What follows belongs to an exercise in optimizing a design on an open flow for small area; a production flow would make more cautious choices.
RTL that was checked went through simulation tests only; none was proved equivalent to the original.
Power is estimated from default activity; no workload was simulated.

## the baseline
// il_core
module il_core (
    input  wire        clk,
    input  wire        rst,
    input  wire        start,
    input  wire [15:0] prog_len,
    output wire        busy,
    output wire [15:0] acc,
    output wire [15:0] last_line,
    output wire [4:0]  esp,
    output wire [4:0]  csp,
    output wire        prog_valid,
    output wire [15:0] prog_addr,
    input  wire        prog_ready,
    input  wire [15:0] prog_word,
    input  wire [15:0] prog_opr,
    output wire        mem_valid,
    output wire        mem_we,
    output wire [1:0]  mem_region,
    output wire [4:0]  mem_slot,
    output wire [15:0] mem_wdata,
    input  wire        mem_ready,
    input  wire [15:0] mem_rdata
);
Size in the first run: about 150 I/O pins, roughly 25000 um2 of cells after synthesis.
Settings: LEC_CHECK=0, CAP_MARGIN=20, CORE_MARGIN=2, CORE_UTILIZATION=40, CTS_BUF_LIST=sky130_fd_sc_hd__clkbuf_16, CTS_CLUSTER_DIAMETER=100, CTS_CLUSTER_SIZE=30, SLEW_MARGIN=20; clock period 8.0 ns.
run.sh (not shown) runs the stock make flow with config.mk's settings and CLKGATE_MAP_FILE= SYNTH_SCRIPT=/design/flow/synth_recipe.tcl, a recipe that flattens the netlist after the stock synthesis.
Input-level comparison between the candidate and the baseline:
--- a/flow/design.v
+++ b/flow/design.v
@@ -240,13 +240,13 @@
             ecar <= e_cin & (e_b ^ edn) & (q != 4'd15);
             q    <= q_inc;
         end
     end
     always @(posedge clk) begin
         ering <= {ering[EW*19-1:0], e_we ? {code, neg, acc_r} : etap};
-        cring <= {cring[CW*19-1:0], c_we ? line_inc : ctap};
+        cring <= {cring[CW*19-1:0], c_we ? line : ctap};
     end
     always @(posedge clk) begin
         if (rst) begin
             state <= S_IDLE;
             esp_r <= 5'd0;
             csp_r <= 5'd0;
@@ -264,61 +264,54 @@
                 if (!line_lt) begin
                     state <= S_IDLE;
                 end else if (prog_ready) begin
                     t1   <= prog_opr;
                     code <= op_code;
                     neg  <= fn;
-                    line <= line_inc;
+                    line <= line_inc;    
                     case (op)
                     8'd1: begin    
-                        line <= line;
                         if (fg)      state <= S_OPEN;
                         else if (fi) state <= S_ALU2;
                         else         state <= S_MRD;
                     end
                     8'd2: begin    
-                        line <= line;
                         state <= fg ? S_OPEN : S_WPREP;
                     end
                     8'd3, 8'd4: begin    
                         if (cond) begin
-                            line  <= line;
                             state <= S_MWR;
                         end
                     end
                     8'd18: begin   
-                        if (gate) begin line <= line; state <= S_JMP; end
+                        if (gate) begin state <= S_JMP; end
                     end
                     8'd19: begin   
-                        if (gate && csp_r != 5'd20) begin line <= line; state <= S_CPUSH; end
+                        if (gate && csp_r != 5'd20) begin state <= S_CPUSH; end
                     end
                     8'd20: begin   
                         if (gate) begin
                             if (csp_r != 5'd0) begin
-                                line  <= line;
                                 csp_r <= csp_nx;
                                 state <= S_CPOP;
                             end else begin
                                 line <= 16'hFFFF;
                             end
                         end
                     end
                     8'd21: begin   
                         edn <= 1'b1;
                         if (!ed_zero) begin
-                            line  <= line;
                             state <= S_EWAIT;
                         end else if (esp_r != 5'd0) begin
                             esp_r <= esp_nx;
-                            line  <= line;
                             state <= S_EPOP;
                         end
                     end
                     default: begin
                         if (is_bin) begin
-                            line <= line;
                             if (!fi) state <= fg ? S_MRDG : S_MRD;
                             else if (fg) state <= S_OPEN;
                             else state <= S_ALU1;
                         end
                     end
                     endcase
@@ -327,18 +320,16 @@
             S_OPEN: begin
                 edn <= 1'b0;
                 if (esp_full) begin
                     if (!ed_sat) begin
                         state <= S_EWAIT;
                     end else begin
-                        line  <= line_inc;
                         state <= S_FETCH;
                     end
                 end else if (ph_e) begin
                     esp_r <= esp_nx;
-                    line  <= line_inc;
                     state <= S_FETCH;
                 end
             end
             S_EPOP: begin
                 if (ph_e) begin
                     code <= e_code;
@@ -363,42 +354,37 @@
             end
             S_WPREP: begin
                 state <= S_MWR;
             end
             S_MWR: begin
                 if (!dec_ok || mem_ready) begin
-                    line  <= line_inc;
                     state <= S_FETCH;
                 end
             end
             S_ALU1: begin
                 if (md_code) begin
                     if (ph == 5'd19) state <= S_MD;
                 end else begin
                     state <= S_ALU2;
                 end
             end
             S_ALU2: begin
-                line  <= line_inc;
                 state <= S_FETCH;
             end
             S_MD: begin
                 if (md_last) begin
-                    line  <= line_inc;
                     state <= S_FETCH;
                 end else if (ph == 5'd16) begin
-                    line  <= line_inc;
                     state <= S_FETCH;
                 end
             end
             S_EWAIT: begin
                 if (q == 4'd15) state <= S_ERUN;
             end
             S_ERUN: begin
                 if (q == 4'd15) begin
-                    line  <= line_inc;
                     state <= S_FETCH;
                 end
             end
             S_JMP: begin
                 line  <= t1;
                 state <= S_FETCH;
## What came out
The candidate finished end to end and its layout was clean on timing, DRC and antenna. Every stage of the flow completed for the baseline, and the final layout passed the timing, design-rule and antenna checks. On synthesis-to-finish area growth, the baseline and the candidate are neck and neck. In the flow results for the baseline and the candidate, the net load switching power is smaller on the candidate. Minimum setup slack in the final design: lower on the baseline. The candidate reports a higher detailed placement HPWL than the baseline does. Compared the candidate vs the baseline, and sequential power is down in the candidate. Per the comparison of the candidate with the baseline, final period utilization shows a reduction of 2.3 points; design area now sits at about the same level; sequential share of layout area held steady; clock network fraction of total power saw an increase.
No functional check of the RTL was part of the baseline.

* * *

Starting RTL as in the previous note.
## il_core
module il_core (
    input  wire        clk,
    input  wire        rst,
    input  wire        start,
    input  wire [15:0] prog_len,
    output wire        busy,
    output wire [15:0] acc,
    output wire [15:0] last_line,
    output wire [4:0]  esp,
    output wire [4:0]  csp,
    output wire        prog_valid,
    output wire [15:0] prog_addr,
    input  wire        prog_ready,
    input  wire [15:0] prog_word,
    input  wire [15:0] prog_opr,
    output wire        mem_valid,
    output wire        mem_we,
    output wire [1:0]  mem_region,
    output wire [4:0]  mem_slot,
    output wire [15:0] mem_wdata,
    input  wire        mem_ready,
    input  wire [15:0] mem_rdata
);
==> flow/config.mk <==
export PLATFORM = sky130hd
export DESIGN_NAME = il_core
export DESIGN_NICKNAME = il_core
export VERILOG_FILES = /design/flow/design.v
export SDC_FILE = /design/flow/constraint.sdc
export NUM_CORES = 4
export LEC_CHECK = 0
export CAP_MARGIN = 20
export CORE_MARGIN = 2
export CORE_UTILIZATION = 40
export CTS_BUF_LIST = sky130_fd_sc_hd__clkbuf_16
export CTS_CLUSTER_DIAMETER = 100
export CTS_CLUSTER_SIZE = 30
export SLEW_MARGIN = 20
==> flow/constraint.sdc <==
create_clock -name core_clock -period 8.0 [get_ports {clk}]
set_input_delay 1.6000 -clock core_clock [delete_from_list [all_inputs] [get_ports {clk}]]
set_output_delay 1.6000 -clock core_clock [all_outputs]
set_load 0.01 [all_outputs]
standard.sh (not shown) runs the stock make flow with config.mk's settings and CLKGATE_MAP_FILE= SYNTH_SCRIPT=/design/flow/synth_recipe.tcl, a recipe that flattens the netlist after the stock synthesis.
==> flow/flow/run.sh <==
#!/bin/bash
# The standard layout (the standard.sh: standard synthesis, floorplan,
# placement, CTS, routing), with one change: the buffers that placement puts
# on the ports are sky130_fd_sc_hd__buf_1 instead of the default choice.
set -euo pipefail
bash standard.sh finish "BUFFER_PORTS_ARGS=-buffer_cell sky130_fd_sc_hd__buf_1" > standard_flow.log 2>&1
The starting point passed the timing, design-rule and antenna checks.
==> next run, changes <==
--- a/flow/design.v
+++ b/flow/design.v
@@ -239,15 +239,15 @@
             er   <= {er[14:0], e_b ^ e_cin};
             ecar <= e_cin & (e_b ^ edn) & (q != 4'd15);
             q    <= q_inc;
         end
     end
     always @(posedge clk) begin
         ering <= {ering[EW*19-1:0], e_we ? {code, neg, acc_r} : etap};
-        cring <= {cring[CW*19-1:0], c_we ? line_inc : ctap};
+        cring <= {cring[CW*19-1:0], c_we ? line : ctap};
     end
     always @(posedge clk) begin
         if (rst) begin
             state <= S_IDLE;
             esp_r <= 5'd0;
             csp_r <= 5'd0;
             ph    <= 5'd0;
@@ -263,83 +263,74 @@
             S_FETCH: begin
                 if (!line_lt) begin
                     state <= S_IDLE;
                 end else if (prog_ready) begin
                     t1   <= prog_opr;
                     code <= op_code;
                     neg  <= fn;
-                    line <= line_inc;
+                    line <= line_inc;    
                     case (op)
                     8'd1: begin    
-                        line <= line;
                         if (fg)      state <= S_OPEN;
                         else if (fi) state <= S_ALU2;
                         else         state <= S_MRD;
                     end
                     8'd2: begin    
-                        line <= line;
                         state <= fg ? S_OPEN : S_WPREP;
                     end
                     8'd3, 8'd4: begin    
                         if (cond) begin
-                            line  <= line;
                             state <= S_MWR;
                         end
                     end
                     8'd18: begin   
-                        if (gate) begin line <= line; state <= S_JMP; end
+                        if (gate) begin state <= S_JMP; end
                     end
                     8'd19: begin   
-                        if (gate && csp_r != 5'd20) begin line <= line; state <= S_CPUSH; end
+                        if (gate && csp_r != 5'd20) begin state <= S_CPUSH; end
                     end
                     8'd20: begin   
                         if (gate) begin
                             if (csp_r != 5'd0) begin
-                                line  <= line;
                                 csp_r <= csp_nx;
                                 state <= S_CPOP;
                             end else begin
                                 line <= 16'hFFFF;
                             end
                         end
                     end
                     8'd21: begin   
                         edn <= 1'b1;
                         if (!ed_zero) begin
-                            line  <= line;
                             state <= S_EWAIT;
                         end else if (esp_r != 5'd0) begin
                             esp_r <= esp_nx;
-                            line  <= line;
                             state <= S_EPOP;
                         end
                     end
                     default: begin
                         if (is_bin) begin
-                            line <= line;
                             if (!fi) state <= fg ? S_MRDG : S_MRD;
                             else if (fg) state <= S_OPEN;
                             else state <= S_ALU1;
                         end
                     end
                     endcase
                 end
             end
             S_OPEN: begin
                 edn <= 1'b0;
                 if (esp_full) begin
                     if (!ed_sat) begin
                         state <= S_EWAIT;
                     end else begin
-                        line  <= line_inc;
                         state <= S_FETCH;
                     end
                 end else if (ph_e) begin
                     esp_r <= esp_nx;
-                    line  <= line_inc;
                     state <= S_FETCH;
                 end
             end
             S_EPOP: begin
                 if (ph_e) begin
                     code <= e_code;
                     neg  <= e_neg;
@@ -362,44 +353,39 @@
                 end
             end
             S_WPREP: begin
                 state <= S_MWR;
             end
             S_MWR: begin
                 if (!dec_ok || mem_ready) begin
-                    line  <= line_inc;
                     state <= S_FETCH;
                 end
             end
             S_ALU1: begin
                 if (md_code) begin
                     if (ph == 5'd19) state <= S_MD;
                 end else begin
                     state <= S_ALU2;
                 end
             end
             S_ALU2: begin
-                line  <= line_inc;
                 state <= S_FETCH;
             end
             S_MD: begin
                 if (md_last) begin
-                    line  <= line_inc;
                     state <= S_FETCH;
                 end else if (ph == 5'd16) begin
-                    line  <= line_inc;
                     state <= S_FETCH;
                 end
             end
             S_EWAIT: begin
                 if (q == 4'd15) state <= S_ERUN;
             end
             S_ERUN: begin
                 if (q == 4'd15) begin
-                    line  <= line_inc;
                     state <= S_FETCH;
                 end
             end
             S_JMP: begin
                 line  <= t1;
                 state <= S_FETCH;
             end
Result: First-iteration DRC count went up by 0.96%. Power went down by 21%. Global-route usage went up by 0.42 points. Flip-flop and latch count stays the same. Clock power barely changes.
For the first run of this note, only the layout was checked, not whether the RTL still works.

-- re-timing with driven ports --
Ports are ideal in the flow. The routed layouts listed here were re-timed in OpenROAD.
Step 1 sets driving cells, clkbuf_16 on the clock port and buf_2 on the other inputs (assumed; they add their load-dependent delay and slew).
Step 2 moves the port delays by t, midway between the first and last clock arrival at a register: inputs arrive t later, outputs are due t later. That takes back most of the time a late clock gives input paths.
a / b / c = no drivers / after step 1 / after step 2; a / b = the first two.
run	shift t [ns]	setup WS [ns]	worst hold slack (ns)	cell pins on the clock port's net
the baseline	0.631	1.566 / 1.536 / 1.536	0.323 / 0.323 / 0.323	1
the candidate	0.646	1.750 / 1.726 / 1.726	0.321 / 0.321 / 0.321	1
the first run of note 2	0.631	2.212 / 2.189 / 2.189	0.298 / 0.298 / 0.298	1
the second run of note 2	0.635	2.369 / 2.347 / 2.347	0.304 / 0.304 / 0.304	1
After both steps setup and hold are still met in every run listed. For the baseline, which loses most, drivers alone change the setup slack by -0.030 ns; drivers and shift together by -0.030 ns.
